Background: an optimization exercise with open tools, aiming at small area. Do not read the settings as production practice. Only simulation tests tie the RTL to the original design; equivalence was not proved. Power figures rest on the tool's default switching activity, not on a simulated workload.

==> flow/design.v (excerpt) <==
module yay0_dec (
    input  wire        clk,
    input  wire        rst,         
    input  wire        start,       
    input  wire [31:0] base,        
    input  wire [31:0] in_len,      
    input  wire [31:0] out_cap,     
    output wire        busy,
    output wire        done,        
    output wire [3:0]  err,         
    output wire [31:0] size,        
    output reg         in_re,
    output wire [31:0] in_addr,
    input  wire [7:0]  in_rdata,
    output reg         out_we,
    output wire [31:0] out_waddr,
    output wire [7:0]  out_wdata,
    output reg         out_re,
    output wire [31:0] out_raddr,
    input  wire [7:0]  out_rdata
);
    localparam [4:0] S_INIT  = 5'd0,    
                     S_HR    = 5'd1,    
                     S_HA    = 5'd2,    
                     S_CHK4  = 5'd3,    
                     S_CHK16 = 5'd4,    
                     S_CAP   = 5'd5,    
                     S_PADD  = 5'd6,    
                     S_KADD  = 5'd7,    
                     S_CADD  = 5'd8,    
                     S_CLR   = 5'd9,    
                     S_CF0   = 5'd10,   
                     S_CFN   = 5'd11,   
                     S_CR    = 5'd12,   
                     S_KCHK  = 5'd13,   
                     S_LRD   = 5'd14,   
                     S_LWR   = 5'd15,   
                     S_PCHK  = 5'd16,   
                     S_P1    = 5'd17,   
                     S_P0    = 5'd18,   
                     S_XCHK  = 5'd19,   
                     S_XRD   = 5'd20,   
                     S_SRC   = 5'd21,   
                     S_CRD   = 5'd22,   
                     S_CWR   = 5'd23,   
                     S_D0    = 5'b11000,
                     S_D1    = 5'b11001,
                     S_D4    = 5'b11010,
                     S_D5    = 5'b11011,
                     S_D8    = 5'b11100,
                     S_IDLE  = 5'b11111;
    reg [4:0]  state;
    reg [1:0]  ph;
    wire       ph0  = (ph == 2'd0);
    wire       ph1  = (ph == 2'd1);
    wire       last = (ph == 2'd3);
    reg [31:0] L;       
    reg [31:0] CP;      
  ...
Size in the first run: roughly 270 flip-flops, about 260 I/O pins.
Settings: LEC_CHECK=0, ABC_AREA=1, CAP_MARGIN=20, CORE_MARGIN=2, CORE_UTILIZATION=40, GPL_TIMING_DRIVEN=0, SLEW_MARGIN=20; clock period 8.0 ns.
standard.sh (not shown) runs the stock make flow with config.mk's settings and CLKGATE_MAP_FILE= SYNTH_SCRIPT=/design/flow/synth_recipe.tcl, a recipe that flattens the netlist after the stock synthesis.
==> flow/flow/run.sh <==
#!/bin/bash
# The standard layout with three changes:
#  - synthesis maps the logic with an area-only ABC script (flow/synth.tcl);
#  - the port buffers are made from the smallest buffer cell;
#  - the clock tree uses larger clusters and no dummy loads.
# Each make run's full output is in its own log in this folder.
set -euo pipefail
export AREA_ABC_SCRIPT=$PWD/flow/abc_area.script
bash standard.sh "SYNTH_SCRIPT=$PWD/flow/synth.tcl" synth > synth.log 2>&1
bash standard.sh REMOVE_ABC_BUFFERS=1 "BUFFER_PORTS_ARGS=-buffer_cell sky130_fd_sc_hd__buf_1" \
  "CTS_ARGS=-sink_clustering_enable -repair_clock_nets -dont_use_dummy_load -sink_clustering_size 16 -sink_clustering_max_diameter 60 -buf_list sky130_fd_sc_hd__clkbuf_8" \
  finish > layout.log 2>&1
==> flow/flow/abc_area.script <==
strash
dc2
dch -f
amap -m -F 4 -A 8
topo
==> flow/flow/synth.tcl <==
# synth_recipe.tcl (the standard synthesis) with one change: ABC maps the logic
# with the area-only script in abc_area.script beside this file. The flip-flops
# are mapped before ABC runs, so the registers are the standard synthesis's.
proc synth {args} { yosys synth -nofsm -noshare {*}$args }
proc abc {args} {
  set i [lsearch -exact $args -script]
  if { $i >= 0 } { lset args [expr { $i + 1 }] $::env(AREA_ABC_SCRIPT) }
  yosys abc {*}$args
}
source $::env(SCRIPTS_DIR)/synth.tcl
# left out here: clear keep_hierarchy, flatten, clean up, hide names made inside functions, write 1_2_yosys.v
Next try:
==> flow/flow/abc_area.script (replaced) <==
strash
dch -f
amap
topo
Settings changed: CORE_UTILIZATION 40 to 55.
=>
- The changed run passed the timing, DRC and antenna checks
- die area came out lower by a quarter to a third
- utilization rises by 18 points
- setup slack got worse by 0.18 ns
Next try:
Settings changed: CORE_UTILIZATION 55 to 40.
The new run ran to the end with no violations.
Design area came out higher by 1.2%.
Maximum frequency rises by 3.1%.
Combinational power stays flat.
Die area rose by 36%.
Setup slack gets better by 0.23 ns.
Sequential share of layout area is lower by 0.61 points.
Wire length increases by 12%.
Clock-buffer cell count rises by 2.

re-timing with driven ports:
No port has a modelled driver above. Below, the same layouts with a new extraction and two added sets of constraints. Step 1: set_driving_cell puts a clkbuf_16 on clk and a buf_2 on each other input, an assumption about the parent block. Step 2 times the ports against the registers' clock, not the clock port: input delays grow and output delays shrink by t, the midpoint of the rising clock arrivals with the driver on. Three values: ideal, step 1, step 2; two values: the first two.
run	t, ns	slack for setup (ns)	hold slack, ns
the first run	0.592	0.551 / 0.551 / 0.551	0.287 / 0.287 / 0.287
the second run	0.555	0.374 / 0.374 / 0.374	0.329 / 0.329 / 0.329
the third run	0.581	0.606 / 0.606 / 0.606	0.306 / 0.306 / 0.306
After both steps setup and hold are still met in every run listed.
